From an optimization exercise on the open Yosys and OpenROAD flow, aimed at small area, a short achievable clock period and few clock cycles per item; shortcuts taken in it are not production practice.
In this exercise RTL edits were held to simulation tests only and were not proved equivalent to the original.

==> flow/design.v, too long to show whole: its modules and the start of the top module <==
// module tpaq_hasher: 151 lines
// module mul_c: 489 lines
// module mul_cm: 192 lines
// module mul_k1_0: 570 lines
// module mul_k2_0: 486 lines
// module mul_k1_1: 162 lines
// module mul_k2_1: 486 lines
// module mul_k1_2: 375 lines
// module mul_k2_2: 486 lines
// module mul_k1_3: 573 lines
// module mul_k2_3: 489 lines
// module mul_k1_4: 573 lines
// module mul_k2_4: 489 lines
// module mul_k1_5: 576 lines
// module mul_k2_5: 489 lines
// module mul_k1_6: 576 lines
// module mul_k2_6: 489 lines
// module hash_h: 246 lines
module tpaq_hasher (
    input  wire         clk,
    input  wire         rst,
    input  wire         in_valid,
    output wire         in_ready,
    input  wire         in_op,
    input  wire [149:0] in_data,
    output reg          out_valid,
    output reg          out_err,
    output reg  [223:0] out_ctx,
    output reg  [31:0]  out_c4,
    output reg  [23:0]  out_h
);
  // ...
==> flow/run.sh <==
#!/bin/bash
# synth_recipe.tcl (not shown) runs the flow's synth.tcl, then flattens the netlist and writes it again
# the make line also repeats each setting of config.mk as NAME=value (left out here)
make -C /OpenROAD-flow-scripts/flow DESIGN_CONFIG=/design/flow/config.mk WORK_HOME=/design/flow/orfs CLKGATE_MAP_FILE= SYNTH_SCRIPT=/design/flow/synth_recipe.tcl finish
==> flow/config.mk <==
export PLATFORM = sky130hd
export DESIGN_NAME = tpaq_hasher
export DESIGN_NICKNAME = tpaq_hasher
export VERILOG_FILES = /design/flow/design.v
export SDC_FILE = /design/flow/constraint.sdc
export NUM_CORES = 4
export LEC_CHECK = 0
export CAP_MARGIN = 20
export CORE_MARGIN = 2
export CORE_UTILIZATION = 40
export SLEW_MARGIN = 20
==> flow/constraint.sdc <==
create_clock -name core_clock -period 28.0 [get_ports {clk}]
set_input_delay 5.6000 -clock core_clock [delete_from_list [all_inputs] [get_ports {clk}]]
set_output_delay 5.6000 -clock core_clock [all_outputs]
set_load 0.01 [all_outputs]
==> impl_metrics.yaml, run 1 <==
setup_path:
  r2r_end: "x6_a[27]"
  critical_path_buf_inv_count: 1
  path_class: "reg2out"
  crit_path_max_incr_delay_ns: 0.56
  crit_path_start: "out_h[17]"
layout:
  fillers: 27932
  diodes: 12
  largest_register_ffs: 224
  finish.utilization: 0.448
  seq-cell-share: 0.161
min_path:
  holdCritStartpoint: "h_a[13]"
placement:
  placed_area_um2: 128000
run_status:
  status: "timing/DRC/antenna clean"
sta:
  hold_slack_ns: 0.324
  setup_viol: 0
run:
  drv_cap: 0
synth:
  synth_most_common_cell: "inv_1"
  synthArstFlopShare: 0
  netlist_area_um2: 119000
global_routing:
  grt_use_met2: 0.341
cts:
  path_clk_slew_ns: 0.06
  cts_sinks: 1065
drt:
  drcViolationCount: 0
floorplan:
  die-area_um2: 301000
  start_util: 0.401
  tap_cells: 3939
Testbench counts, summed over its fixed seeds: cycles 32,032, items 32,000.
==> inputs of run 2 (changes only) <==
==> flow/flow/run.sh (new file) <==
#!/bin/bash
# Standard layout with two changes:
#  - a netlist pass between synthesis and floorplan: flow/invpush.py removes
#    the inverters that synthesis leaves between full adders (a full adder is
#    self-dual, so it can take its inputs inverted and give its outputs
#    inverted instead). Registers and all other cells stay as synthesized.
#  - the port buffers are plain buffers (buf_2) rather than delay cells.
set -euo pipefail
R=orfs/results/${FLOW_PLATFORM}/tpaq_hasher/base
bash standard.sh synth > synth.log 2>&1
cp "$R/1_2_yosys.v" "$R/1_2_yosys_std.v"
python3 flow/invpush.py "$R/1_2_yosys_std.v" "$R/1_2_yosys.v" 3000000 > invpush.log 2>&1
rm -f "$R/1_synth.odb" "$R/1_synth.sdc"
bash standard.sh synth > synth_odb.log 2>&1
export BUFFER_PORTS_ARGS="-buffer_cell sky130_fd_sc_hd__buf_2"
bash standard.sh finish > layout.log 2>&1
==> flow/flow/invpush.py (new file) <==
#!/usr/bin/env python3
"""Inverter pushing on a flat gate-level netlist (Yosys output, sky130hd).

A full adder is self-dual: FA(~a, ~b, ~c) = (~sum, ~cout). Each full adder
may therefore be flipped (its inputs taken inverted and its outputs read
inverted) without changing the function. This pass removes the inverters
between cells, picks for every full adder whether to flip it so that as few
signals as possible need an inverted copy, and puts back one inverter per
signal that still needs one. Flip-flops, ports and other cells are untouched.

usage: invpush.py IN.v OUT.v
"""
import re, sys
from collections import defaultdict

src = open(sys.argv[1]).read()

cell_re = re.compile(r'^(\s*)(sky130_fd_sc_hd__(\w+))\s+(\\\S+ |\S+)\s*\((.*?)\);\n', re.S | re.M)
pin_re = re.compile(r'\.(\w+)\(\s*(.*?)\s*\)(?=\s*,|\s*$)', re.S)

OUT_PINS = {"X", "Y", "Q", "Q_N", "SUM", "COUT", "HI", "LO", "GCLK"}

cells = []
for m in cell_re.finditer(src):
    typ = m.group(3)
    name = m.group(4)
    pins = []
    for pm in pin_re.finditer(m.group(5)):
        pins.append([pm.group(1), pm.group(2).strip()])
    cells.append({"span": m.span(), "type": typ, "name": name, "pins": pins, "indent": m.group(1)})

# nets used outside cells: ports and assigns
mod = re.search(r'module\s+(\S+)\s*\((.*?)\);', src, re.S)
ports = set()
for decl in re.finditer(r'^\s*(input|output|inout)\s+(?:wire\s+)?(\[\d+:\d+\]\s*)?(\\\S+ |[\w$]+)\s*;', src, re.M):
    ports.add(decl.group(3).strip())
assign_text = " ".join(re.findall(r'^\s*assign\s+(.*?);', src, re.M | re.S))

def base(net):
    n = net.strip()
    if n.startswith("\\"):
        return n.split(" ")[0]
    return re.sub(r'\s*\[\d+\]$', '', n)

def fixed_net(net):
    b = base(net)
    return b in ports or (b and b in assign_text)

driver = {}
for ci, c in enumerate(cells):
    for p, n in c["pins"]:
        if p in OUT_PINS:
            driver[n] = (ci, p)

def is_inv(c): return c["type"].startswith("inv_") or c["type"].startswith("clkinv_")
def is_fa(c): return c["type"].startswith("fa_")

removable = set()
for ci, c in enumerate(cells):
    if is_inv(c):
        out = [n for p, n in c["pins"] if p == "Y"][0]
        if not fixed_net(out):
            removable.add(ci)

memo = {}
def resolve(n):
    if n in memo: return memo[n]
    d = driver.get(n)
    if d is not None and d[0] in removable:
        a = [x for p, x in cells[d[0]]["pins"] if p == "A"][0]
        r, q = resolve(a)
        res = (r, q ^ 1)
    else:
        res = (n, 0)
    memo[n] = res
    return res

# consumers of each root: list of (cell index or None, required parity)
cons = defaultdict(list)
for ci, c in enumerate(cells):
    if ci in removable: continue
    for k, (p, n) in enumerate(c["pins"]):
        if p in OUT_PINS: continue
        if n.startswith("1'b") or n == "": continue
        r, q = resolve(n)
        cons[r].append((ci, q, k))
# nets read by ports/assigns through a removable inverter cannot occur (fixed_net);
# nets read directly keep parity 0 and are not touched.

flip = [0] * len(cells)
fa_out_roots = {}
for ci, c in enumerate(cells):
    if is_fa(c):
        fa_out_roots[ci] = [n for p, n in c["pins"] if p in ("SUM", "COUT")]

def phys(r):
    d = driver.get(r)
    if d is not None and is_fa(cells[d[0]]):
        return flip[d[0]]
    return 0

def cost(r):
    ph = phys(r)
    for ci, q, k in cons[r]:
        need = q ^ (flip[ci] if is_fa(cells[ci]) else 0)
        if need != ph:
            return 1
    return 0

def affected(ci):
    rs = set(fa_out_roots[ci])
    for p, n in cells[ci]["pins"]:
        if p not in OUT_PINS and not n.startswith("1'b"):
            rs.add(resolve(n)[0])
    return rs

import random
random.seed(1)
fas = list(fa_out_roots)
aff = {ci: affected(ci) for ci in fas}
def greedy():
    changed = True
    passes = 0
    while changed and passes < 50:
        changed = False
        passes += 1
        for ci in fas:
            rs = aff[ci]
            c0 = sum(cost(r) for r in rs)
            flip[ci] ^= 1
            c1 = sum(cost(r) for r in rs)
            if c1 < c0:
                changed = True
            else:
                flip[ci] ^= 1
    return passes
passes = greedy()
best = sum(cost(r) for r in list(cons))
best_flip = list(flip)
# simulated annealing on the flips, then a final descent
import math
moves = int(sys.argv[3]) if len(sys.argv) > 3 else 200000
cur = best
T0, T1 = 0.6, 0.02
for it in range(moves):
    T = T0 * (T1 / T0) ** (it / max(1, moves))
    ci = random.choice(fas)
    rs = aff[ci]
    c0 = sum(cost(r) for r in rs)
    flip[ci] ^= 1
    d = sum(cost(r) for r in rs) - c0
    if d <= 0 or random.random() < math.exp(-d / T):
        cur += d
        if cur < best:
            best = cur; best_flip = list(flip)
    else:
        flip[ci] ^= 1
flip[:] = best_flip
greedy()
flip[:] = best_flip

# rewrite
newinv = {}
decls = []
invs = []
def inv_of(r):
    if r not in newinv:
        k = len(newinv)
        w = f"_ipn{k}_"
        newinv[r] = w
        decls.append(f"  wire {w};\n")
        ra = r + " " if r.startswith("\\") else r
        invs.append(f"  sky130_fd_sc_hd__inv_1 _ipi{k}_ (\n    .A({ra}),\n    .Y({w})\n  );\n")
    return newinv[r]

for ci, c in enumerate(cells):
    if ci in removable: continue
    for k, (p, n) in enumerate(c["pins"]):
        if p in OUT_PINS or n.startswith("1'b") or n == "": continue
        r, q = resolve(n)
        need = q ^ (flip[ci] if is_fa(c) else 0)
        c["pins"][k][1] = r if need == phys(r) else inv_of(r)

out = []
pos = 0
for ci, c in enumerate(cells):
    s, e = c["span"]
    out.append(src[pos:s])
    pos = e
    if ci in removable: continue
    ind = c["indent"]
    body = ",\n".join(f"    .{p}({n} )" if n.startswith("\\") else f"    .{p}({n})" for p, n in c["pins"])
    out.append(f"{ind}sky130_fd_sc_hd__{c['type']} {c['name']} (\n{body}\n  );\n")
tail = src[pos:]
endpos = tail.rfind("endmodule")
out.append(tail[:endpos])
out.extend(decls)
out.extend(invs)
out.append(tail[endpos:])
open(sys.argv[2], "w").write("".join(out))
ninv = sum(1 for c in cells if is_inv(c))
print(f"invpush: {len(fa_out_roots)} full adders, {sum(flip)} flipped, "
      f"inverters {ninv} -> {ninv - len(removable) + len(newinv)} ({passes} passes)", file=sys.stderr)
==> flow/standard.sh (new file) <==
#!/bin/bash
# synth_recipe.tcl (not shown) runs the flow's synth.tcl, then flattens the netlist and writes it again
# the make line also repeats each setting of config.mk as NAME=value (left out here)
make -C /OpenROAD-flow-scripts/flow DESIGN_CONFIG=/design/flow/config.mk WORK_HOME=/design/flow/orfs CLKGATE_MAP_FILE= SYNTH_SCRIPT=/design/flow/synth_recipe.tcl "${@:-finish}"
--- a/flow/config.mk
+++ b/flow/config.mk
@@ -7,5 +7,7 @@
 export LEC_CHECK = 0
 export CAP_MARGIN = 20
 export CORE_MARGIN = 2
-export CORE_UTILIZATION = 40
+export CORE_UTILIZATION = 55
+export CTS_CLUSTER_DIAMETER = 100
+export CTS_CLUSTER_SIZE = 30
 export SLEW_MARGIN = 20
removed: flow/run.sh
==> run 2 against run 1 <==
Effect of this change:
- still clean
- routed wire length is 3.5% lower
- critical path depth rose by 17
- maximum frequency rose by 0.48%
- worst setup slack better by 0.035 ns
- worst hold slack lost 0.0083 ns
- clock skew up 0.016 ns
- utilization up 15 points
- area after synthesis fell by 6.5%
- clock-buffer cell count shrank 113
- first-iteration DRC count fell by 0.19%
- critical path type is now reg2reg
==> impl_metrics.yaml, run 2 <==
run_status:
  status: "timing/DRC/antenna clean"
drt:
  drcViolationCount: 0
  wl_per_cell_um: 24.4
  routed_wl_mm: 304
  dr.pass1.iters: 5
  drt_iter0_drc: 4634
  drtAntennaViolNets: 0
  vias: 70997
  routed_via_density: 5.68
cts:
  cts_resized: 0
  path_clk_slew_ns: 0.12
  clock_latency_ns: 0.81
  cts_tree: "done"
  clockBufferDepth: 3
  numCtsBuffers: 59
  cts_sinks: 1065
  post_cts_buffers: 0
  cts_hold_buffers: 0
  htreeDepth: 2
  root_buffer: "clkbuf_16"
min_path:
  holdCritStartpoint: "h_a[23]"
  min_path_cells: 0
  hold_path_class: "reg2reg"
  holdPathEnd: "h_b[23]"
setup_path:
  crit_path_start: "c4[31]"
  worstPathMaxFanout: 16
  required_ns: 28.63
  r2r_end: "x6_a[29]"
  end_kind: "flip-flop"
  path_class: "reg2reg"
  rr_startpoint: "c4[31]"
  critPathArrivalTime_ns: 7.91
  reg2reg_depth: 18
  worstSetupStartpointType: "flip-flop"
  r2r_slack_ns: 20.72
global_routing:
  overflow: 0
  grt_use_met2: 0.506
  grt_start_max_net_pins: 110
  first_global_vias: 78811
  grt_usage: 0.308
  grtUsageMet3: 0.0466
  busiest_layer: "met2"
  grt_antenna_before_repair: 13
  gr-usage-met1: 0.420
  grt_pass1_wl_mm: 478
sta:
  max_slew_margin: 0.254
  worstMarginPinSlew_ns: 1.12
  hold_slack_ns: 0.316
  skew_ns: 0.0808
  setup_viol: 0
  finalHoldViolCount: 0
  timing.fmax_mhz: 137
  min_period_ns: 7.28
  rsz0062_at_grt: "no"
  post-route-period-util: 0.260
  final.setup.tns_ns: 0
  slew_viol_final: 0
floorplan:
  fp.dieH_um: 453
  die_x_um: 453
  die-area_um2: 205000
  core_um2: 200000
  row_count: 164
  ios: 437
  start_util: 0.555
layout:
  final_cell_mix: "2,370 x fa_1, 1,064 x dfxtp_1, 932 x ha_1, 885 x xnor2_1, 802 x inv_1"
  area_growth_pct: 7.20
  fillers: 16745
  top_register: "out_ctx"
  layout-drive-gt1-share: 0.0708
  nNetsFinal: 13243
  finish.utilization: 0.594
  layout_commonest_cell: "fa_1"
  reg_top3: "out_ctx x224, t_b x201, d_r x150"
  largest_register_ffs: 224
run:
  drv_cap: 0
placement:
  gp_congestion: 0.961
  io_buffers: 435
  dp_hpwl_mm: 256
synth:
  postSynthCellCount: 9312
  avgSynthCellArea_um2: 11.9
  synth_warnings: 1
  netlist_area_um2: 111000
  syn-num-nets: 12768
==> run 2: cell types whose count changed in the layout (fill, tap and decap cells not counted), sizes merged, moves of 9 or more <==
cell,delta
inv,-2055
clkdlybuf4s50,-434
buf,+431
clkbuf,-113
clkinv,-16
diode,-9
==> run 2: area by class of cell <==
| type | instances | area [µm²] | area share |
|---|---|---|---|
| diodes | 3 | 7.51 | 0.0000631 |
| clock buffers | 60 | 1480 | 0.0124 |
| repair buffers | 531 | 2900 | 0.0244 |
| clock inverters | 44 | 706 | 0.00593 |
| flip-flops and latches | 1065 | 21300 | 0.179 |
| well taps | 2656 | 3320 | 0.0279 |
| multi-input cells | 7328 | 86200 | 0.725 |
| inverters | 802 | 3010 | 0.0253 |
==> run 2: layer usage <==
metal / up-vias / share of wire
met5: - / 0.00014
met4: 6 / 0.038
met3: 474 / 0.055
met1: 36730 / 0.43
li1: 31718 / -
met2: 2069 / 0.48
==> run 2: worst max-delay path by stage <==
stage               slack, ns  cells after the start        to
floorplan               21.07                     21  x6_a[27]
global placement        20.53                     18  x6_a[27]
detailed placement      20.52                     18  x6_a[27]
CTS                     20.39                     18  x6_a[29]
global route            20.35                     18  x6_a[27]
finish                  20.72                     18  x6_a[29]
==> run 2: stage by stage <==
stage,instance area [µm²],cells,worst slack (ns)
2_1_floorplan,111000,9312,21.07
3_3_place_gp,117000,12382,20.53
3_5_place_dp,117000,12382,20.52
4_1_cts,119000,12486,20.39
5_1_grt,119000,12489,20.35
6_report,119000,12489,20.72
==> run 2: worst max-delay path, stage by stage (launching register included) <==
cell,delay [ns]
dfxtp_1,0.85
nor2b_2,0.69
a21oi_1,0.32
inv_1,0.39
fa_1,0.49
fa_1,0.46
fa_1,0.52
fa_1,0.44
ha_1,0.39
nor2_1,0.19
o31a_1,0.15
o21ai_0,0.14
or4_1,0.41
o21ai_1,0.26
o21ai_1,0.16
a21o_1,0.19
a21oi_1,0.33
xnor2_4,0.24
xnor3_1,0.47
==> module tpaq_hasher, before the edit <==
module tpaq_hasher (
    input  wire         clk,
    input  wire         rst,
    input  wire         in_valid,
    output wire         in_ready,
    input  wire         in_op,
    input  wire [149:0] in_data,
    output reg          out_valid,
    output reg          out_err,
    output reg  [223:0] out_ctx,
    output reg  [31:0]  out_c4,
    output reg  [23:0]  out_h
);
    localparam [31:0] C  = 32'd200002979;
    localparam [31:0] CC = C * C;
    function [31:0] hash_c;
        input [31:0] py;
        input [31:0] y;
        reg   [31:0] g;
        begin
            g = CC ^ py;
            hash_c = {g[31], g[31:1]} ^ {{9{g[31]}}, g[31:9]} ^ {{2{C[31]}}, C[31:2]}
                   ^ {{3{y[31]}}, y[31:3]} ^ C;
        end
    endfunction
    assign in_ready = 1'b1;
    reg         v_r, op_r;
    reg [149:0] d_r;
    always @(posedge clk) begin
        if (rst) v_r <= 1'b0;
        else     v_r <= in_valid;
        op_r <= in_op;
        d_r  <= in_data;
    end
    reg [31:0] c4, c8;
    reg [23:0] h;
    reg [30:0] pos, bc;
    reg        text;         
    reg        sel1, sel2;   
    reg        v_s, e_s;
    wire [7:0]  b       = d_r[7:0];
    wire        refuse  = &pos;
    wire [23:0] h_n;         
    wire [30:0] pos_inc = pos + 31'd1;
    wire [30:0] bc_inc  = bc + 31'd1;
    wire        text0   = bc < (pos_inc >> 2);
    wire        text1   = bc_inc < (pos_inc >> 2);
    wire        text_n  = b[7] ? text1 : text0;
    hash_h u_h (.h(h), .c({c4[15:0], b}), .y(h_n));
    always @(posedge clk) begin
        if (rst) begin
            c4 <= 32'd0; c8 <= 32'd0; h <= 24'd0;
            pos <= 31'd0; bc <= 31'd0;
            v_s <= 1'b0; e_s <= 1'b0;
        end else begin
            v_s <= v_r;
            e_s <= v_r && !op_r && refuse;
            if (v_r) begin
                if (op_r) begin
                    c4  <= d_r[31:0];
                    c8  <= d_r[63:32];
                    h   <= d_r[87:64];
                    pos <= d_r[118:88];
                    bc  <= d_r[149:119];
                end else if (!refuse) begin
                    c4  <= {c4[23:0], b};
                    c8  <= {c8[23:0], c4[31:24]};
                    h   <= h_n;
                    pos <= pos_inc;
                    bc  <= b[7] ? bc_inc : bc;
                end
            end
        end
        text <= text_n;
        sel1 <= text_n && !c4[23] && !c4[15] && !c4[7] && !b[7];
        sel2 <= text_n && !c8[23] && !c8[15] && !c8[7] && !c4[31];
    end
    reg        v_a, e_a, text_a;
    reg [31:0] c4_a, x1_a, x2_a, x3_a, x4_a, x5_a, x6_a;
    reg [15:0] c8l_a;
    reg [23:0] h_a;
    wire [31:0] c4_sr = {{16{c4[31]}}, c4[31:16]};
    wire [31:0] c8_sr = {{16{c8[31]}}, c8[31:16]};
    wire [31:0] h1 = sel1 ? c4 : c4_sr;
    wire [31:0] h2 = sel2 ? c8 : c8_sr;
    wire [31:0] h1c, h2c, pc, mc;
    mul_c  u_h1 (.x(h1), .y(h1c));
    mul_c  u_h2 (.x(h2), .y(h2c));
    mul_c  u_p  (.x(c4), .y(pc));
    mul_cm u_m  (.x(c4), .y(mc));
    wire [31:0] g6 = h1c ^ h2c;
    always @(posedge clk) begin
        if (rst) begin
            v_a <= 1'b0; e_a <= 1'b0;
        end else begin
            v_a <= v_s; e_a <= e_s;
        end
        text_a <= text;
        c4_a   <= c4;
        c8l_a  <= c8[15:0];
        h_a    <= h;
        x1_a   <= hash_c(pc << 24, c4 << 24);
        x2_a   <= hash_c(pc << 16, c4 << 16);
        x3_a   <= hash_c(pc << 8,  c4 << 8);
        x4_a   <= hash_c(mc,       c4 & 32'hF0F0F0F0);
        x5_a   <= hash_c(pc,       c4);
        x6_a   <= {g6[31], g6[31:1]} ^ {{9{g6[31]}}, g6[31:9]} ^ {{2{h1[31]}}, h1[31:2]}
                ^ {{3{h2[31]}}, h2[31:3]} ^ C;
    end
    reg        v_b, e_b;
    reg [31:0] c4_b;
    reg [23:0] h_b;
    reg [223:0] t_b;
    wire [31:0] x0 = text_a ? (c4_a ^ {16'd0, c8l_a}) : {c4_a[31:16], 16'd0};
    wire [223:0] t_n;
    mul_k1_0 u_k10 (.x(x0),   .y(t_n[ 31:  0]));
    mul_k1_1 u_k11 (.x(x1_a), .y(t_n[ 63: 32]));
    mul_k1_2 u_k12 (.x(x2_a), .y(t_n[ 95: 64]));
    mul_k1_3 u_k13 (.x(x3_a), .y(t_n[127: 96]));
    mul_k1_4 u_k14 (.x(x4_a), .y(t_n[159:128]));
    mul_k1_5 u_k15 (.x(x5_a), .y(t_n[191:160]));
    mul_k1_6 u_k16 (.x(x6_a), .y(t_n[223:192]));
    always @(posedge clk) begin
        if (rst) begin
            v_b <= 1'b0; e_b <= 1'b0;
        end else begin
            v_b <= v_a; e_b <= e_a;
        end
        c4_b <= c4_a;
        h_b  <= h_a;
        t_b  <= t_n;
    end
    wire [223:0] ctx_n;
    mul_k2_0 u_k20 (.x({t_b[ 15:  0], t_b[ 31: 16]}), .y(ctx_n[ 31:  0]));
    mul_k2_1 u_k21 (.x({t_b[ 47: 32], t_b[ 63: 48]}), .y(ctx_n[ 63: 32]));
    mul_k2_2 u_k22 (.x({t_b[ 79: 64], t_b[ 95: 80]}), .y(ctx_n[ 95: 64]));
    mul_k2_3 u_k23 (.x({t_b[111: 96], t_b[127:112]}), .y(ctx_n[127: 96]));
    mul_k2_4 u_k24 (.x({t_b[143:128], t_b[159:144]}), .y(ctx_n[159:128]));
    mul_k2_5 u_k25 (.x({t_b[175:160], t_b[191:176]}), .y(ctx_n[191:160]));
    mul_k2_6 u_k26 (.x({t_b[207:192], t_b[223:208]}), .y(ctx_n[223:192]));
    always @(posedge clk) begin
        if (rst) begin
            out_valid <= 1'b0; out_err <= 1'b0;
        end else begin
            out_valid <= v_b; out_err <= e_b;
        end
        out_c4  <= c4_b;
        out_h   <= h_b;
        out_ctx <= ctx_n;
    end
endmodule
==> inputs of run 3 (changes only) <==
--- a/flow/design.v
+++ b/flow/design.v
@@ -24,19 +24,20 @@
         end
     endfunction
     assign in_ready = 1'b1;
-    reg         v_r, op_r;
+    reg         v_r, op_r, rst_r;
     reg [149:0] d_r;
     always @(posedge clk) begin
         if (rst) v_r <= 1'b0;
         else     v_r <= in_valid;
-        op_r <= in_op;
-        d_r  <= in_data;
+        rst_r <= rst;
+        op_r  <= in_op;
+        d_r   <= in_data;
     end
     reg [31:0] c4, c8;
     reg [23:0] h;
     reg [30:0] pos, bc;
     reg        text;         
-    reg        sel1, sel2;   
+    reg [31:0] h1, h2;       
     reg        v_s, e_s;
     wire [7:0]  b       = d_r[7:0];
     wire        refuse  = &pos;
@@ -49,12 +50,15 @@
     hash_h u_h (.h(h), .c({c4[15:0], b}), .y(h_n));
     always @(posedge clk) begin
         if (rst) begin
-            c4 <= 32'd0; c8 <= 32'd0; h <= 24'd0;
-            pos <= 31'd0; bc <= 31'd0;
             v_s <= 1'b0; e_s <= 1'b0;
         end else begin
             v_s <= v_r;
             e_s <= v_r && !op_r && refuse;
+        end
+        if (rst_r) begin
+            c4 <= 32'd0; c8 <= 32'd0; h <= 24'd0;
+            pos <= 31'd0; bc <= 31'd0;
+        end else begin
             if (v_r) begin
                 if (op_r) begin
                     c4  <= d_r[31:0];
@@ -72,17 +76,15 @@
             end
         end
         text <= text_n;
-        sel1 <= text_n && !c4[23] && !c4[15] && !c4[7] && !b[7];
-        sel2 <= text_n && !c8[23] && !c8[15] && !c8[7] && !c4[31];
+        h1   <= (text_n && !c4[23] && !c4[15] && !c4[7] && !b[7])
+                ? {c4[23:0], b} : {{16{c4[23]}}, c4[23:8]};
+        h2   <= (text_n && !c8[23] && !c8[15] && !c8[7] && !c4[31])
+                ? {c8[23:0], c4[31:24]} : {{16{c8[23]}}, c8[23:8]};
     end
     reg        v_a, e_a, text_a;
     reg [31:0] c4_a, x1_a, x2_a, x3_a, x4_a, x5_a, x6_a;
     reg [15:0] c8l_a;
     reg [23:0] h_a;
-    wire [31:0] c4_sr = {{16{c4[31]}}, c4[31:16]};
-    wire [31:0] c8_sr = {{16{c8[31]}}, c8[31:16]};
-    wire [31:0] h1 = sel1 ? c4 : c4_sr;
-    wire [31:0] h2 = sel2 ? c8 : c8_sr;
     wire [31:0] h1c, h2c, pc, mc;
     mul_c  u_h1 (.x(h1), .y(h1c));
     mul_c  u_h2 (.x(h2), .y(h2c));
--- a/flow/flow/run.sh
+++ b/flow/flow/run.sh
@@ -1,10 +1,12 @@
 #!/bin/bash
 # Standard layout with two changes:
 #  - a netlist pass between synthesis and floorplan: flow/invpush.py removes
-#    the inverters that synthesis leaves between full adders (a full adder is
-#    self-dual, so it can take its inputs inverted and give its outputs
-#    inverted instead). Registers and all other cells stay as synthesized.
+#    the inverters that synthesis leaves between full adders and xor gates
+#    (a full adder is self-dual, so it can take its inputs inverted and give
+#    its outputs inverted instead; an xor absorbs an inverted input by
+#    becoming an xnor). Registers and all other cells stay as synthesized.
 #  - the port buffers are plain buffers (buf_2) rather than delay cells.
+# Each tool's output goes to its own log file here.
 set -euo pipefail
 R=orfs/results/${FLOW_PLATFORM}/tpaq_hasher/base
 bash standard.sh synth > synth.log 2>&1
--- a/flow/flow/invpush.py
+++ b/flow/flow/invpush.py
@@ -54,6 +54,12 @@
 
 def is_inv(c): return c["type"].startswith("inv_") or c["type"].startswith("clkinv_")
 def is_fa(c): return c["type"].startswith("fa_")
+XOR_TWIN = {}
+for n in ("1", "2", "4"):
+    for a, b in (("xor2_", "xnor2_"), ("xor3_", "xnor3_")):
+        XOR_TWIN[a + n] = b + n; XOR_TWIN[b + n] = a + n
+def is_xor(c): return c["type"] in XOR_TWIN
+def flippable(c): return is_fa(c) or is_xor(c)
 
 removable = set()
 for ci, c in enumerate(cells):
@@ -92,16 +98,19 @@
 for ci, c in enumerate(cells):
     if is_fa(c):
         fa_out_roots[ci] = [n for p, n in c["pins"] if p in ("SUM", "COUT")]
+    elif is_xor(c):
+        fa_out_roots[ci] = [n for p, n in c["pins"] if p in ("X", "Y")]
 
 def phys(r):
     d = driver.get(r)
-    if d is not None and is_fa(cells[d[0]]):
+    if d is not None and flippable(cells[d[0]]):
         return flip[d[0]]
     return 0
 
 def cost(r):
     ph = phys(r)
     for ci, q, k in cons[r]:
+        if is_xor(cells[ci]): continue  # an xor takes either polarity
         need = q ^ (flip[ci] if is_fa(cells[ci]) else 0)
         if need != ph:
             return 1
@@ -109,6 +118,7 @@
 
 def affected(ci):
     rs = set(fa_out_roots[ci])
+    if is_xor(cells[ci]): return rs
     for p, n in cells[ci]["pins"]:
         if p not in OUT_PINS and not n.startswith("1'b"):
             rs.add(resolve(n)[0])
@@ -175,11 +185,21 @@
 
 for ci, c in enumerate(cells):
     if ci in removable: continue
+    par = flip[ci] if is_xor(c) else 0
     for k, (p, n) in enumerate(c["pins"]):
         if p in OUT_PINS or n.startswith("1'b") or n == "": continue
         r, q = resolve(n)
+        if is_xor(c):
+            par ^= q ^ phys(r)
+            c["pins"][k][1] = r
+            continue
         need = q ^ (flip[ci] if is_fa(c) else 0)
         c["pins"][k][1] = r if need == phys(r) else inv_of(r)
+    if par:
+        c["type"] = XOR_TWIN[c["type"]]
+        outp = "Y" if c["type"].startswith("xnor2_") else "X"
+        for pp in c["pins"]:
+            if pp[0] in ("X", "Y"): pp[0] = outp
 
 out = []
 pos = 0
--- a/flow/config.mk
+++ b/flow/config.mk
@@ -8,6 +8,4 @@
 export CAP_MARGIN = 20
 export CORE_MARGIN = 2
 export CORE_UTILIZATION = 55
-export CTS_CLUSTER_DIAMETER = 100
-export CTS_CLUSTER_SIZE = 30
 export SLEW_MARGIN = 20
==> run 3 against run 2 <==
Effect of this change:
- routed wire length fell by 0.64%
- final cell count rose by 0.19%
- register-to-register slack improved by 0.81 ns
- critical path depth fell by 17
- worst hold slack barely moved
- worst setup slack improved by 0.22 ns
- highest routed layer unchanged
==> impl_metrics.yaml, run 3 <==
global_routing:
  grt_pass1_wl_mm: 475
  grt_usage: 0.307
  grt_start_max_net_pins: 94
  overflow: 0
  grt_antenna_before_repair: 29
  first_global_vias: 78407
floorplan:
  core_um2: 200000
  fp.dieH_um: 453
  die-area_um2: 205000
  die_x_um: 453
  ios: 437
  start_util: 0.555
  row_count: 164
sta:
  post-route-period-util: 0.252
  final.setup.tns_ns: 0
  rsz0062_at_grt: "no"
  setup_viol: 0
  max_slew_margin: 0.288
  finalHoldViolCount: 0
  timing.fmax_mhz: 142
  skew_ns: 0.0404
  worstMarginPinSlew_ns: 1.07
  slew_viol_final: 0
  min_period_ns: 7.06
setup_path:
  worstPathCellList: "buf_2"
  worstPathMaxFanout: 1
  crit_path_start: "out_h[0]"
  critPathArrivalTime_ns: 1.46
  path_class: "reg2out"
  critPathSlowestCell: "dfxtp_1"
  r2r_slack_ns: 21.53
  crit_path_max_incr_delay_ns: 0.46
  reg2reg_depth: 15
  path_delay_family: "flip-flops"
  critical_path_buf_inv_count: 1
  worstSetupStartpointType: "flip-flop"
  end_kind: "output pin"
  endpoint: "out_h[0]"
  rr_startpoint: "c4[2]"
  required_ns: 22.40
  r2r_end: "x5_a[20]"
  worst-path-stages: 1
drt:
  drt_iter0_drc: 4945
  dr.pass1.iters: 7
  vias: 70851
  routed_via_density: 5.66
  drcViolationCount: 0
  wl_per_cell_um: 24.2
  routed_wl_mm: 302
  drtAntennaViolNets: 0
layout:
  top_register: "out_ctx"
  reg_top3: "out_ctx x224, t_b x201, d_r x142"
  largest_register_ffs: 224
  fin_cells: 12513
  nNetsFinal: 13196
  layout-drive-gt1-share: 0.0812
  layout_commonest_cell: "fa_1"
  area_growth_pct: 9.41
  final_cell_mix: "2,374 x fa_1, 1,108 x dfxtp_1, 931 x ha_1, 706 x inv_1, 602 x xnor2_1"
synth:
  postSynthCellCount: 9217
  synth_warnings: 1
  syn-num-nets: 12676
  avgSynthCellArea_um2: 12.0
  netlist_area_um2: 111000
min_path:
  hold_path_class: "reg2reg"
  holdCritStartpoint: "h_a[11]"
cts:
  cts_tree: "done"
  root_buffer: "clkbuf_16"
  post_cts_buffers: 0
  cts_hold_buffers: 0
  numCtsBuffers: 135
  cts_sinks: 1110
  htreeDepth: 4
  path_clk_slew_ns: 0.06
  clockBufferDepth: 3
  clock_latency_ns: 0.84
  cts_resized: 0
placement:
  io_buffers: 427
  dp_cells: 12256
  gp_congestion: 0.965
  dp_hpwl_mm: 251
run:
  drv_cap: 0
run_status:
  status: "timing/DRC/antenna clean"
-- run 3: cell count changes in the layout (fill, tap and decap cells not counted), moves of 22 or more --
cell       change
nor2b_1       +22
nand2_1       +22
a21oi_1       -29
inv_1         -96
mux2i_1       -34
buf_4         -33
nand3_1       +33
xor2_1       +272
xnor2_1      -283
dfxtp_1       +44
clkbuf_16     +76
-- run 3: final cells by class --
cell class	count	area [µm²]
Clock buffer	167	3640
Fill cell	16507	78700
Tap cell	2656	3320
Clock inverter	81	1230
Inverter	706	2650
Timing Repair Buffer	490	2610
Sequential cell	1110	22200
Multi-Input combinational cell	7294	85700
Antenna cell	9	22.5
-- run 3: worst min path at each step --
stage | end | slack (ns) | cells past startpoint
2_1_floorplan | h_b[0] | 0.31 | 0
5_1_grt | h_b[18] | 0.33 | 0
4_1_cts | h_b[11] | 0.32 | 0
3_5_place_dp | h_b[0] | 0.31 | 0
6_report | h_b[11] | 0.32 | 0
3_3_place_gp | h_b[10] | 0.31 | 0
-- run 3: per-layer routing --
metal / share of wire / routed length, µm / vias to the layer above / global-route usage
li1: - / - / 31564 / -
met1: 0.44 / 132000 / 36589 / 0.428
met2: 0.47 / 143000 / 2250 / 0.496
met3: 0.061 / 18600 / 438 / 0.0527
met4: 0.028 / 8390 / 10 / 0.0842
met5: 0.00022 / 67 / - / 0
-- run 3: metrics by stage --
| stage | instance area, µm² | hold slack [ns] | utilization | setup WS, ns |
|---|---|---|---|---|
| after floorplan | 111000 | 0.310 | - | 22.07 |
| after global placement | 117000 | 0.311 | 0.582 | 21.58 |
| after detailed placement | 117000 | 0.312 | 0.582 | 21.49 |
| after CTS | 121000 | 0.317 | 0.607 | 20.86 |
| after global routing | 121000 | 0.330 | 0.607 | 20.91 |
| final | 121000 | 0.316 | 0.607 | 20.94 |
Testbench counts of run 3, summed over its fixed seeds: cycles 32,032, items 32,000.
==> inputs of run 4 (changes only) <==
--- a/flow/flow/run.sh
+++ b/flow/flow/run.sh
@@ -15,4 +15,7 @@
 rm -f "$R/1_synth.odb" "$R/1_synth.sdc"
 bash standard.sh synth > synth_odb.log 2>&1
 export BUFFER_PORTS_ARGS="-buffer_cell sky130_fd_sc_hd__buf_2"
+# ask repair_timing for slack beyond the period, so that it speeds up the
+# paths that set the achieved period
+export SETUP_SLACK_MARGIN=21.2
 bash standard.sh finish > layout.log 2>&1
==> run 4 against run 3 <==
Effect of this change:
- still clean
- non-clock buffer count did not move
- global-route usage barely moved
- first-iteration DRC count fell by 1.2%
- worst setup slack improved by 0.15 ns
- routed wire length rose by 0.11%
- clock skew barely moved
- utilization rose by 0.52 points
- flip-flop and latch count did not move
- critical path type unchanged
==> impl_metrics.yaml, run 4 <==
floorplan:
  core_um2: 200000
  ios: 437
  row_count: 164
  die_x_um: 453
  die-area_um2: 205000
  fp.dieH_um: 453
  start_util: 0.555
sta:
  final.setup.tns_ns: 0
  max_slew_margin: 0.283
  rsz0062_at_grt: "yes"
  hold_slack_ns: 0.315
  fin_ws_ns: 21.09
  finalHoldViolCount: 0
  min_period_ns: 6.91
  skew_ns: 0.0406
  worstMarginPinSlew_ns: 1.07
  setup_viol: 0
  timing.fmax_mhz: 145
  slew_viol_final: 0
  post-route-period-util: 0.247
setup_path:
  end_kind: "output pin"
  critPathSlowestCell: "dfxtp_4"
  path_delay_family: "flip-flops"
  worstSetupStartpointType: "flip-flop"
  required_ns: 22.40
  crit_path_max_incr_delay_ns: 0.37
  path_class: "reg2out"
  worstPathMaxFanout: 1
  worstPathCellList: "buf_6"
  critPathArrivalTime_ns: 1.31
  critical_path_buf_inv_count: 1
layout:
  final_area_um2: 122000
  finish.utilization: 0.612
  nNetsFinal: 13196
  final_cell_mix: "2,374 x fa_1, 978 x dfxtp_1, 931 x ha_1, 706 x inv_1, 602 x xnor2_1"
  largest_register_ffs: 224
  layout-drive-gt1-share: 0.0944
  top_register: "out_ctx"
  fillers: 16388
  reg_top3: "out_ctx x224, t_b x201, d_r x142"
  area_growth_pct: 10.4
  layout_commonest_cell: "fa_1"
global_routing:
  overflow: 0
  grt_pass1_wl_mm: 476
  grt_antenna_before_repair: 28
  grt_usage: 0.307
  grt_start_max_net_pins: 94
  first_global_vias: 78477
cts:
  clockBufferDepth: 3
  cts_tree: "done"
  post_cts_buffers: 0
  cts_hold_buffers: 0
  root_buffer: "clkbuf_16"
  cts_sinks: 1110
  numCtsBuffers: 135
  htreeDepth: 4
  path_clk_slew_ns: 0.06
  cts_resized: 184
  clock_latency_ns: 0.83
drt:
  routed_wl_mm: 303
  dr.pass1.iters: 7
  drtAntennaViolNets: 0
  vias: 70832
  wl_per_cell_um: 24.2
  routed_via_density: 5.66
  drcViolationCount: 0
  drt_iter0_drc: 4884
min_path:
  hold_path_class: "reg2reg"
placement:
  gp_congestion: 0.965
  dp_hpwl_mm: 251
  placed_area_um2: 117000
  dpl_worst_slack_ns: 21.49
  io_buffers: 427
run_status:
  status: "timing/DRC/antenna clean"
synth:
  syn-num-nets: 12676
  avgSynthCellArea_um2: 12.0
  netlist_area_um2: 111000
  postSynthCellCount: 9217
  synth_warnings: 1
run:
  drv_cap: 0
## run 4: routing by layer
layer,up-vias,wire length [µm],track usage
met5,-,39,0
met4,6,8260,0.0832
met3,425,18400,0.0520
met2,2217,144000,0.497
met1,36618,132000,0.429
li1,31566,-,-
## run 4: path summary, 6_finish.rpt
path,end,slack (ns),start,cells after the start
setup / recovery,out_h[4],21.09,out_h[4],1
setup reg to reg,x5_a[20],21.50,c4[2],15
hold reg to reg,h_b[11],0.32,h_a[11],0
hold / removal,h_b[11],0.32,h_a[11],0
## run 4: layout make-up
class / instances / area, µm² / area share
clock inverters: 81 / 1230 / 0.0101
inverters: 706 / 2650 / 0.0216
multi-input cells: 7294 / 85700 / 0.700
repair buffers: 490 / 3420 / 0.0280
diodes: 7 / 17.5 / 0.000143
well taps: 2656 / 3320 / 0.0271
clock buffers: 167 / 3640 / 0.0297
flip-flops and latches: 1110 / 22500 / 0.183
## run 4: through the flow
step	std cells
floorplan	9217
global placement	12256
detailed placement	12256
CTS	12504
global route	12510
finish	12511
==> inputs of run 5 (changes only) <==
--- a/flow/config.mk
+++ b/flow/config.mk
@@ -7,5 +7,5 @@
 export LEC_CHECK = 0
 export CAP_MARGIN = 20
 export CORE_MARGIN = 2
-export CORE_UTILIZATION = 55
+export CORE_UTILIZATION = 70
 export SLEW_MARGIN = 20
==> run 5 against run 4 <==
Effect of this change:
- clock skew increased by 0.019 ns
- via count rose by 3.1%
- utilization up 15 points
- design area shrank 1.3%
- non-clock buffer count decreased by 5
- register-to-register slack worse by 0.07 ns
- worst setup slack gained 0.035 ns
- critical path depth unchanged
- first-iteration DRC count rose by 14%
- routed wire length is 1.1% lower
- synthesized cell count unchanged
- highest routed layer unchanged
==> impl_metrics.yaml, run 5 <==
run_status:
  status: "timing/DRC/antenna clean"
layout:
  largest_register_ffs: 224
  top_register: "out_ctx"
  area_growth_pct: 8.95
  layout-drive-gt1-share: 0.0915
  reg_top3: "out_ctx x224, t_b x201, d_r x142"
  layout_commonest_cell: "fa_1"
  nNetsFinal: 13172
  final_cell_mix: "2,374 x fa_1, 981 x dfxtp_1, 931 x ha_1, 706 x inv_1, 602 x xnor2_1"
setup_path:
  rr_startpoint: "c4_a[7]"
  path_class: "reg2out"
  worstPathMaxFanout: 1
  crit_path_start: "out_c4[26]"
  critPathSlowestCell: "dfxtp_4"
  required_ns: 22.40
  worstPathCellList: "buf_6"
  path_delay_family: "flip-flops"
  crit_path_max_incr_delay_ns: 0.37
  end_kind: "output pin"
  critPathArrivalTime_ns: 1.27
  critical_path_buf_inv_count: 1
  worstSetupStartpointType: "flip-flop"
drt:
  vias: 73042
  routed_via_density: 6.14
  drcViolationCount: 0
  drtAntennaViolNets: 0
  wl_per_cell_um: 25.2
  drt_iter0_drc: 5567
  routed_wl_mm: 300
  dr.pass1.iters: 5
sta:
  rsz0062_at_grt: "yes"
  setup_viol: 0
  slew_viol_final: 0
  max_slew_margin: 0.274
  post-route-period-util: 0.245
  skew_ns: 0.0592
  final.setup.tns_ns: 0
  worstMarginPinSlew_ns: 1.08
  timing.fmax_mhz: 146
  finalHoldViolCount: 0
  min_period_ns: 6.87
synth:
  avgSynthCellArea_um2: 12.0
  netlist_area_um2: 111000
  postSynthCellCount: 9217
  syn-num-nets: 12676
  synth_warnings: 1
global_routing:
  grt_antenna_before_repair: 14
  overflow: 0
  grt_pass1_wl_mm: 467
  grt_usage: 0.380
  grt_start_max_net_pins: 118
  first_global_vias: 80935
cts:
  root_buffer: "clkbuf_16"
  post_cts_buffers: 0
  path_clk_slew_ns: 0.06
  cts_hold_buffers: 0
  clock_latency_ns: 0.80
  cts_resized: 196
  cts_sinks: 1110
  cts_tree: "done"
  numCtsBuffers: 116
  clockBufferDepth: 3
  htreeDepth: 3
floorplan:
  row_count: 146
  die-area_um2: 162000
  fp.dieH_um: 402
  start_util: 0.703
  die_x_um: 402
  core_um2: 158000
  ios: 437
min_path:
  hold_path_class: "reg2reg"
  holdCritStartpoint: "c4_b[0]"
placement:
  io_buffers: 427
  gp_congestion: 1.00
  dp_hpwl_mm: 242
run:
  drv_cap: 0
## run 5: stage by stage
step                      area [µm²]  instances  utilization  setup WS (ns)  hold WS, ns
after floorplan               111000       9217            -          22.07        0.310
after global placement        116000      11666        0.733          21.58        0.310
after detailed placement      116000      11666        0.733          21.62        0.312
after CTS                     121000      11884        0.763          21.08        0.287
after global routing          121000      11889        0.766          21.09        0.304
final                         121000      11891        0.766          21.13        0.299
## run 5: area by class of cell
type                       instances  area (µm²)
multi-input combinational       7294       85700
fill                           10107       36900
sequential                      1110       22500
timing repair buffer             485        3390
clock buffer                     141        3180
inverter                         706        2650
tap                             2072        2590
clock inverter                    77         903
antenna                            6        15.0
## run 5: per-layer routing
layer | track usage | vias up | part of all wire
li1 | - | 31488 | -
met1 | 0.511 | 37385 | 0.40
met2 | 0.611 | 3447 | 0.47
met3 | 0.0880 | 710 | 0.092
met4 | 0.137 | 12 | 0.041
met5 | 0 | - | 0.00025
## run 5: worst paths after layout
kind | to | slack [ns] | cells after the start
worst max register to register | t_b[31] | 21.43 | 18
worst min-delay path | out_c4[0] | 0.30 | 0
worst min register to register | out_c4[0] | 0.30 | 0
worst max-delay path | out_c4[26] | 21.13 | 1
==> inputs of run 6 (changes only) <==
--- a/flow/flow/run.sh
+++ b/flow/flow/run.sh
@@ -6,6 +6,7 @@
 #    its outputs inverted instead; an xor absorbs an inverted input by
 #    becoming an xnor). Registers and all other cells stay as synthesized.
 #  - the port buffers are plain buffers (buf_2) rather than delay cells.
+#  - repair_timing aims beyond the period, and the clock tree uses no dummy loads.
 # Each tool's output goes to its own log file here.
 set -euo pipefail
 R=orfs/results/${FLOW_PLATFORM}/tpaq_hasher/base
@@ -18,4 +19,6 @@
 # ask repair_timing for slack beyond the period, so that it speeds up the
 # paths that set the achieved period
 export SETUP_SLACK_MARGIN=21.2
+# clock tree: no dummy loads, smaller buffers
+export CTS_ARGS="-sink_clustering_enable -repair_clock_nets -dont_use_dummy_load -buf_list sky130_fd_sc_hd__clkbuf_8"
 bash standard.sh finish > layout.log 2>&1
==> run 6 against run 5 <==
Effect of this change:
- via count barely moved
- synthesized cell count stayed put
- clock-buffer cell count increased by 43
- critical endpoint is now out_h[14]
- die area unchanged
- final cell count fell by 0.27%
- highest routed layer unchanged
- design area is 1.3% lower
- critical path type unchanged
- clock skew grew 0.058 ns
- largest cell class unchanged
- routed wire length shrank 1.5%
==> impl_metrics.yaml, run 6 <==
setup_path:
  rr_startpoint: "c4_a[7]"
  path_delay_family: "flip-flops"
  end_kind: "output pin"
  required_ns: 22.40
  worstPathMaxFanout: 1
  critical_path_buf_inv_count: 1
  critPathSlowestCell: "dfxtp_4"
  worstPathCellList: "buf_6"
  critPathArrivalTime_ns: 1.49
  crit_path_max_incr_delay_ns: 0.37
  path_class: "reg2out"
  crit_path_start: "out_h[14]"
  worstSetupStartpointType: "flip-flop"
drt:
  drcViolationCount: 0
  drt_iter0_drc: 5325
  wl_per_cell_um: 24.9
  dr.pass1.iters: 5
  drtAntennaViolNets: 0
  routed_wl_mm: 295
  vias: 73104
  routed_via_density: 6.16
layout:
  layout_commonest_cell: "fa_1"
  top_register: "out_ctx"
  final_cell_mix: "2,374 x fa_1, 986 x dfxtp_1, 931 x ha_1, 706 x inv_1, 602 x xnor2_1"
  fillers: 10414
  layout-drive-gt1-share: 0.0890
  final_area_um2: 119000
  reg_top3: "out_ctx x224, t_b x201, d_r x142"
  nNetsFinal: 13240
  largest_register_ffs: 224
  fin_cells: 11859
  area_growth_pct: 7.51
sta:
  min_period_ns: 7.09
  timing.fmax_mhz: 141
  skew_ns: 0.118
  final.setup.tns_ns: 0
  max_slew_margin: 0.277
  slew_viol_final: 0
  rsz0062_at_grt: "yes"
  finalHoldViolCount: 0
  worstMarginPinSlew_ns: 1.08
  setup_viol: 0
  post-route-period-util: 0.253
synth:
  netlist_area_um2: 111000
  postSynthCellCount: 9217
  avgSynthCellArea_um2: 12.0
  syn-num-nets: 12676
  synth_warnings: 1
cts:
  cts_sinks: 1110
  numCtsBuffers: 184
  cts_hold_buffers: 0
  root_buffer: "clkbuf_8"
  post_cts_buffers: 0
  clockBufferDepth: 3
  clock_latency_ns: 0.97
  htreeDepth: 4
  path_clk_slew_ns: 0.07
  cts_tree: "done"
placement:
  gp_congestion: 1.00
  dp_hpwl_mm: 242
  io_buffers: 427
  placed_area_um2: 116000
  dp_cells: 11666
global_routing:
  grt_start_max_net_pins: 118
  grt_antenna_before_repair: 14
  overflow: 0
  grt_pass1_wl_mm: 463
  first_global_vias: 80898
  grt_usage: 0.377
run_status:
  status: "timing/DRC/antenna clean"
min_path:
  holdCritStartpoint: "c4_b[1]"
  hold_path_class: "reg2reg"
floorplan:
  ios: 437
  fp.dieH_um: 402
  die-area_um2: 162000
  core_um2: 158000
  row_count: 146
  start_util: 0.703
  die_x_um: 402
run:
  drv_cap: 0
-- run 6: path summary, 6_finish.rpt --
| check | endpoint | slack, ns | cells after the start |
|---|---|---|---|
| worst min register to register | out_c4[1] | 0.27 | 0 |
| worst min-delay path | out_c4[1] | 0.27 | 0 |
| worst max register to register | t_b[31] | 21.52 | 18 |
| worst max-delay path | out_h[14] | 20.91 | 1 |
-- run 6: routing by layer --
| metal | vias to the layer above | GRT usage | wire length [µm] | share of wire |
|---|---|---|---|---|
| li1 | 31514 | - | - | - |
| met1 | 37388 | 0.507 | 117000 | 0.40 |
| met2 | 3459 | 0.599 | 138000 | 0.47 |
| met3 | 731 | 0.0935 | 27000 | 0.091 |
| met4 | 12 | 0.142 | 12300 | 0.042 |
| met5 | - | 0 | 76 | 0.00026 |
-- run 6: cell type report --
| type | count | area [µm²] | area share |
|---|---|---|---|
| diodes | 8 | 20.0 | 0.000168 |
| flip-flops and latches | 1110 | 22400 | 0.188 |
| well taps | 2072 | 2590 | 0.0217 |
| repair buffers | 485 | 3350 | 0.0281 |
| inverters | 706 | 2650 | 0.0222 |
| multi-input cells | 7294 | 85700 | 0.718 |
| clock buffers | 184 | 2530 | 0.0212 |
-- run 6: through the flow --
stage	hold WS, ns	setup slack, ns	util
2_1_floorplan	0.310	22.07	-
3_3_place_gp	0.310	21.58	0.733
3_5_place_dp	0.312	21.62	0.733
4_1_cts	0.281	20.83	0.753
5_1_grt	0.269	20.86	0.756
6_report	0.273	20.91	0.756
-- run 6: repair_timing --
action / CTS / global route
gates cloned: 0 / 0
endpoints found under the hold margin: 0 / 0
pin swaps: 0 / 0
setup endpoints to repair: 282 / 282
resized for setup: 187 / 92

==> separate check: timing with driven ports <==
In the flow no input, the clock included, has a driving cell. The finished layouts below were timed again as built, in two steps.
Step 1: set_driving_cell puts a clkbuf_16 on clk and a buf_2 on each other input, an assumption about the parent block.
Step 2 adds t to the input delays and takes it off the output delays; t is the mean of the earliest and latest rising clock arrival at the registers after step 1. Input paths then give back, and output paths get back, about the clock's delay inside the block.
Three values: no drivers, after step 1, after step 2; two values: the first two.
run	t (ns)	setup slack, ns	worst setup path at the end
run 1	0.923	20.681 / 20.574 / 20.148	input to register
run 2	0.860	20.715 / 20.715 / 20.558	input to register
run 3	0.901	20.938 / 20.846 / 21.530	register to register
run 4	0.900	21.093 / 21.000 / 21.504	register to register
run 5	0.854	21.127 / 21.037 / 21.431	register to register
run 6	1.016	20.910 / 20.821 / 21.516	register to register
After both steps setup and hold are still met in every run listed. For run 1, which loses most, drivers alone change the setup slack by -0.107 ns; drivers and shift together by -0.533 ns.
